Source: an optimization exercise on an open RTL-to-GDS flow (aim: small area). Production flows keep margins and buffers that such runs may drop. Where RTL was checked, it was by simulation tests only, not by an equivalence proof against the original. Power and IR drop assume default switching activity. The flow treats the clock pin as an ideal source, which a real chip does not have.

## rpi433_core
module rpi433_core (
    input  wire        clk,
    input  wire        rst,
    input  wire        rx_in,
    input  wire        cmd_valid,
    input  wire [11:0] cmd,
    input  wire [15:0] rd_addr,
    output wire        tx_out,
    output wire        tx_busy,
    output wire        rx_done,
    output wire        rx_ovr,
    output wire        cmd_err,
    output wire [2:0]  rx_stat,
    output wire [4:0]  rx_cause,
    output wire [7:0]  rx_len,
    output wire [5:0]  rx_nbytes,
    output wire [15:0] min_low,
    output wire [15:0] min_high,
    output wire [7:0]  rd_data
);
    localparam [1:0] R_IDLE = 2'd0, R_START = 2'd1, R_DATA = 2'd2;
    localparam [1:0] T_IDLE = 2'd0, T_RUN = 2'd1, T_FIN = 2'd2, T_END = 2'd3;
    localparam [1:0] G_SIG = 2'd0, G_LEN = 2'd1, G_PAY = 2'd2, G_CHK = 2'd3;
    localparam [2:0] ST_NONE = 3'd0, ST_OK = 3'd1, ST_BADTIMING = 3'd2, ST_TOOSHORT = 3'd3,
                     ST_SIGMISMATCH = 3'd4, ST_LENOVERRUN = 3'd5, ST_CHKMISMATCH = 3'd6;
    localparam [3:0] OP_TXCLR = 4'h1, OP_TXPUSH = 4'h2, OP_TXGO = 4'h3,
                     OP_RXACK = 4'h4, OP_ERRCLR = 4'h5;
    localparam [6:0] END_P = 7'd100;
    function [7:0] key_byte;
        input [3:0] i;
        case (i)
  ...
clock: 12.0 ns
lec_check: 0
cap_margin: 20
core_margin: 2
core_utilization: 40
cts_buf_list: sky130_fd_sc_hd__clkbuf_8
cts_cluster_diameter: 50
cts_cluster_size: 18
slew_margin: 20
standard.sh (not shown) runs the stock make flow with config.mk's settings and CLKGATE_MAP_FILE= SYNTH_SCRIPT=/design/flow/synth_recipe.tcl, a recipe that flattens the netlist after the stock synthesis.
==> flow/flow/run.sh <==
#!/bin/bash
# Standard layout, with the smallest buffer on the ports and no dummy clock loads.
set -euo pipefail
export BUFFER_PORTS_ARGS="-buffer_cell sky130_fd_sc_hd__buf_1"
export CTS_ARGS="-sink_clustering_enable -repair_clock_nets -sink_clustering_size 36 -sink_clustering_max_diameter 40 -buf_list sky130_fd_sc_hd__clkbuf_16 -dont_use_dummy_load"
bash standard.sh > flow.log 2>&1
The starting point went through all stages and came out clean.
Rerun with:
==> flow/run.sh (new file) <==
#!/bin/bash
# synth_recipe.tcl (not shown) runs the flow's synth.tcl, then flattens the netlist and writes it again
# the make line also repeats each setting of config.mk as NAME=value (left out here)
make -C /OpenROAD-flow-scripts/flow DESIGN_CONFIG=/design/flow/config.mk WORK_HOME=/design/flow/orfs CLKGATE_MAP_FILE= SYNTH_SCRIPT=/design/flow/synth_recipe.tcl finish
removed: flow/flow/run.sh
removed: flow/standard.sh
=> Area after synthesis does not change. Worst setup slack degrades by 0.83 ns. Wire length goes up by about 0.8%. Power went down by about 8%. Count of clock-buffer cells in the layout shrinks by 18. Final area is lower by 0.56%. Sequential share of layout area came out higher by 0.30 points. Via count goes up by about 0.5%.
Rerun with:
==> flow/flow/run.sh (new file) <==
#!/bin/bash
# Standard layout, with the smallest buffer on the ports and no dummy clock loads.
set -euo pipefail
export BUFFER_PORTS_ARGS="-buffer_cell sky130_fd_sc_hd__buf_1"
export CTS_ARGS="-sink_clustering_enable -repair_clock_nets -sink_clustering_size 18 -sink_clustering_max_diameter 50 -buf_list sky130_fd_sc_hd__clkbuf_8 -dont_use_dummy_load"
bash standard.sh > flow.log 2>&1
==> flow/standard.sh (new file) <==
#!/bin/bash
# synth_recipe.tcl (not shown) runs the flow's synth.tcl, then flattens the netlist and writes it again
# the make line also repeats each setting of config.mk as NAME=value (left out here)
make -C /OpenROAD-flow-scripts/flow DESIGN_CONFIG=/design/flow/config.mk WORK_HOME=/design/flow/orfs CLKGATE_MAP_FILE= SYNTH_SCRIPT=/design/flow/synth_recipe.tcl "${@:-finish}"
removed: flow/run.sh
The changed run completed without violations.
Sequential share of layout area came out higher by 2.0 points.
Non-clock buffer count is higher by 3.
Via count shrinks by about 1%.
First-iteration DRC count is lower by about 10%.
Worst hold slack is worse by 0.056 ns.
Cell count is lower by 1.9%.
Critical path depth stays the same.
Rerun with:
==> flow/flow/run.sh (replaced) <==
#!/bin/bash
# Standard layout, with the smallest buffer on the ports and no dummy clock loads.
set -euo pipefail
export BUFFER_PORTS_ARGS="-buffer_cell sky130_fd_sc_hd__buf_1"
export CTS_ARGS="-sink_clustering_enable -repair_clock_nets -sink_clustering_size 26 -sink_clustering_max_diameter 70 -buf_list sky130_fd_sc_hd__clkbuf_16 -dont_use_dummy_load"
bash standard.sh > flow.log 2>&1
Via count is lower by about 1.4%.
Hold slack gets better by 0.049 ns.
First-iteration DRC count is higher by about 3.8%.
Clock-buffer cell count is lower by 44.
Setup slack gets worse by 0.031 ns.
Maximum frequency is lower by about 0.37%.
Clock skew is lower by 0.026 ns.
Wire length is lower by 1.0%.
No functional check of the RTL was part of any run of this note.

---

== P ==
rpi433_core, a different RTL version from the one above (not shown whole).
Size in the first run: roughly 960 flip-flops, about 99 I/O pins.
export LEC_CHECK = 0
export CAP_MARGIN = 20
export CORE_MARGIN = 2
export CORE_UTILIZATION = 75
export GPL_TIMING_DRIVEN = 0
export PLACE_DENSITY = 0.88
export SLEW_MARGIN = 20
create_clock -name core_clock -period 12.0 [get_ports {clk}]
==> flow/flow/run.sh <==
#!/bin/bash
# Layout flow: the standard flow (standard.sh) with these changes.
#  1. Synthesis is the standard one, but ABC maps the logic with flow/abc_map.script
#     (area-recovering mapping rounds) instead of ORFS's abc_speed.script, and adders
#     are left to ABC (no ADDER_MAP_FILE) instead of being mapped to ha/fa cells first.
#     Registers are mapped before ABC runs, so they are the standard synthesis's
#     registers.
#  2. Ports are buffered with sky130_fd_sc_hd__buf_1.
#  3. CTS uses clkbuf_16 with larger sink clusters and inserts no dummy loads.
#  4. The buffers synthesis puts on pass-through (constant) outputs are removed at
#     floorplan (REMOVE_ABC_BUFFERS), as timing-driven placement would otherwise do.
# Each step's output goes to a log file in this folder.
set -euo pipefail
here=$(pwd)
rm -rf "$here/scripts_abc"
cp -r "$FLOW_HOME/scripts" "$here/scripts_abc"
cp "$here/flow/abc_map.script" "$here/scripts_abc/abc_speed.script"
export REMOVE_ABC_BUFFERS=1
export BUFFER_PORTS_ARGS="-buffer_cell sky130_fd_sc_hd__buf_1"
export CTS_ARGS="-sink_clustering_enable -repair_clock_nets -sink_clustering_size 30 -sink_clustering_max_diameter 80 -buf_list sky130_fd_sc_hd__clkbuf_16 -dont_use_dummy_load"
SCRIPTS_DIR="$here/scripts_abc" ADDER_MAP_FILE= bash standard.sh synth > "$here/synth.log" 2>&1
bash standard.sh > "$here/layout.log" 2>&1
==> flow/flow/abc_map.script <==
&get -n
&st
&dc2
&dch -f
&nf -R 1000 -p -F 8 -A 4
&st
&syn2
&dc2
&if -g -K 6
&synch2
&nf -R 1000 -p -F 8 -A 4
&st
&syn2
&if -g -K 6
&synch2
&nf -R 1000 -p -F 8 -A 4
&st
&dc2
&dch -f
&nf -R 1000 -p -F 8 -A 4
&put
topo
stime -c
dnsize -c
Setup changes, P to Q
- swapping 0.88 for 0.8 in PLACE_DENSITY
- swapping 75 for 65 in CORE_UTILIZATION
--- outcome ---
Endpoint of the most critical setup path = rd_data[4]: P; endpoint of the most critical setup path = rd_data[1]: Q
Result: PASS for each of Q and P
Post-synthesis to final-layout area growth in Q is 0.52 points higher than in P
Going from P to Q, placed cell count went up 2.5%, initial core utilization saw a decrease, overall power of the completed layout roughly the same, via count lost 526.

---

Another version of the RTL of rpi433_core (not shown whole).
For scale: ~970 flip-flops, about 99 I/O pins, about 30,000 um^2 of cells after synthesis.
==> flow/design.v (excerpt) <==
module rpi433_core (
    input  wire        clk,
    input  wire        rst,
    input  wire        rx_in,
    input  wire        cmd_valid,
    input  wire [11:0] cmd,
    input  wire [15:0] rd_addr,
    output wire        tx_out,
    output wire        tx_busy,
    output wire        rx_done,
    output wire        rx_ovr,
    output wire        cmd_err,
    output wire [2:0]  rx_stat,
    output wire [4:0]  rx_cause,
    output wire [7:0]  rx_len,
    output wire [5:0]  rx_nbytes,
    output wire [15:0] min_low,
    output wire [15:0] min_high,
    output wire [7:0]  rd_data
);
export LEC_CHECK = 0
export CAP_MARGIN = 20
export CORE_MARGIN = 2
export CORE_UTILIZATION = 40
export GPL_TIMING_DRIVEN = 0
export SLEW_MARGIN = 20
create_clock -name core_clock -period 12.0 [get_ports {clk}]
Scripts as last shown in full above: flow/flow/run.sh, flow/flow/abc_map.script
Edit:
- CORE_UTILIZATION: 40 -> 55
- PLACE_DENSITY: not set -> 0.7
The new run passed the timing, design-rule and antenna checks.
Global-route usage rises by 6.2 points.
Hold slack gains 0.026 ns.
Sequential power is about the same.
Power falls by 0.95%.
Routed wire length falls by about 5.6%.
Edit:
--- a/flow/flow/run.sh
+++ b/flow/flow/run.sh
@@ -2 +2 @@
-# Layout flow: the standard flow (standard.sh) with these changes.
+# Layout flow: the standard flow (standard.sh) with three changes.
@@ -10,2 +9,0 @@
-#  4. The buffers synthesis puts on pass-through (constant) outputs are removed at
-#     floorplan (REMOVE_ABC_BUFFERS), as timing-driven placement would otherwise do.
@@ -18 +15,0 @@
-export REMOVE_ABC_BUFFERS=1
@@ -20 +17 @@
-export CTS_ARGS="-sink_clustering_enable -repair_clock_nets -sink_clustering_size 30 -sink_clustering_max_diameter 80 -buf_list sky130_fd_sc_hd__clkbuf_16 -dont_use_dummy_load"
+export CTS_ARGS="-sink_clustering_enable -repair_clock_nets -sink_clustering_size 26 -sink_clustering_max_diameter 70 -buf_list sky130_fd_sc_hd__clkbuf_16 -dont_use_dummy_load"
- CORE_UTILIZATION: 55 -> 40
- PLACE_DENSITY: 0.7 -> not set
What happened: Total power climbs by a few percent. Die area is higher by well over a third. First-iteration DRC count goes up slightly. Critical path depth decreases by 1. Count of clock-buffer cells in the layout rose by 8. Global-route usage went down by 6.1 points. Maximum frequency came out higher slightly. Setup slack improves by 0.14 ns.
Edit:
--- a/flow/flow/run.sh
+++ b/flow/flow/run.sh
@@ -2 +2 @@
-# Layout flow: the standard flow (standard.sh) with three changes.
+# Layout flow: the standard flow (standard.sh) with these changes.
@@ -9,0 +10,2 @@
+#  4. The buffers synthesis puts on pass-through (constant) outputs are removed at
+#     floorplan (REMOVE_ABC_BUFFERS), as timing-driven placement would otherwise do.
@@ -15,0 +18 @@
+export REMOVE_ABC_BUFFERS=1
@@ -17 +20 @@
-export CTS_ARGS="-sink_clustering_enable -repair_clock_nets -sink_clustering_size 26 -sink_clustering_max_diameter 70 -buf_list sky130_fd_sc_hd__clkbuf_16 -dont_use_dummy_load"
+export CTS_ARGS="-sink_clustering_enable -repair_clock_nets -sink_clustering_size 30 -sink_clustering_max_diameter 80 -buf_list sky130_fd_sc_hd__clkbuf_16 -dont_use_dummy_load"
- CORE_UTILIZATION: 40 -> 65
- PLACE_DENSITY: not set -> 0.8
What happened:
- count of clock-buffer cells in the layout fell by 9
- global-route usage went up by 12 points
- final area decreases by 3.1%
- routed wire length shrinks by 6.2%
- die area fell by 38%
- worst setup slack gets worse by 0.21 ns
- area after synthesis is unchanged
- power goes down by 3.4%
- first-iteration DRC count went up by 4.7%
- fmax shrinks by 2.2%

## afterwards: timing with drivers on the ports
The results above use ideal ports. As a check the final layouts listed here were re-extracted and re-timed, cells and wires unchanged. Step 1: set_driving_cell puts a clkbuf_16 on clk and a buf_2 on each other input, an assumption about the parent block. Step 2, shift: input delay + t, output delay - t, t = (earliest + latest rising clock arrival at the registers) / 2. This alone moves slack from input paths to output paths. Three values: ideal, step 1, step 2; two values: the first two.
| run | shift t [ns] | setup WS [ns] | hold slack, ns | clock arrival spread, ns | pins driven straight from the clock port |
|---|---|---|---|---|---|
| the first run of note 1 | 0.697 | 3.824 / 3.801 / 3.801 | 0.230 / 0.230 / 0.230 | 0.137 / 0.137 | 1 |
| the second run of note 1 | 0.780 | 2.989 / 2.957 / 2.957 | 0.297 / 0.297 / 0.297 | 0.082 / 0.082 | 1 |
| the third run of note 1 | 0.742 | 3.831 / 3.807 / 3.807 | 0.242 / 0.242 / 0.242 | 0.133 / 0.133 | 1 |
| the fourth run of note 1 | 0.662 | 3.800 / 3.777 / 3.777 | 0.291 / 0.291 / 0.291 | 0.150 / 0.150 | 1 |
| P | 0.645 | 2.556 / 2.497 / 2.497 | 0.308 / 0.308 / 0.308 | 0.078 / 0.078 | 1 |
| Q | 0.655 | 2.580 / 2.517 / 2.517 | 0.298 / 0.298 / 0.298 | 0.102 / 0.102 | 1 |
| the first run of note 3 | 0.660 | 2.570 / 2.550 / 2.550 | 0.285 / 0.285 / 0.285 | 0.120 / 0.120 | 1 |
| the second run of note 3 | 0.654 | 2.609 / 2.588 / 2.588 | 0.311 / 0.311 / 0.311 | 0.073 / 0.072 | 1 |
| the third run of note 3 | 0.669 | 2.746 / 2.721 / 2.721 | 0.270 / 0.270 / 0.270 | 0.101 / 0.101 | 1 |
| the fourth run of note 3 | 0.649 | 2.537 / 2.516 / 2.516 | 0.298 / 0.298 / 0.298 | 0.101 / 0.100 | 1 |
After both steps setup and hold are still met in every run listed. The setup slack of Q, which loses most, moves by -0.063 ns with the drivers and by -0.063 ns with both steps.
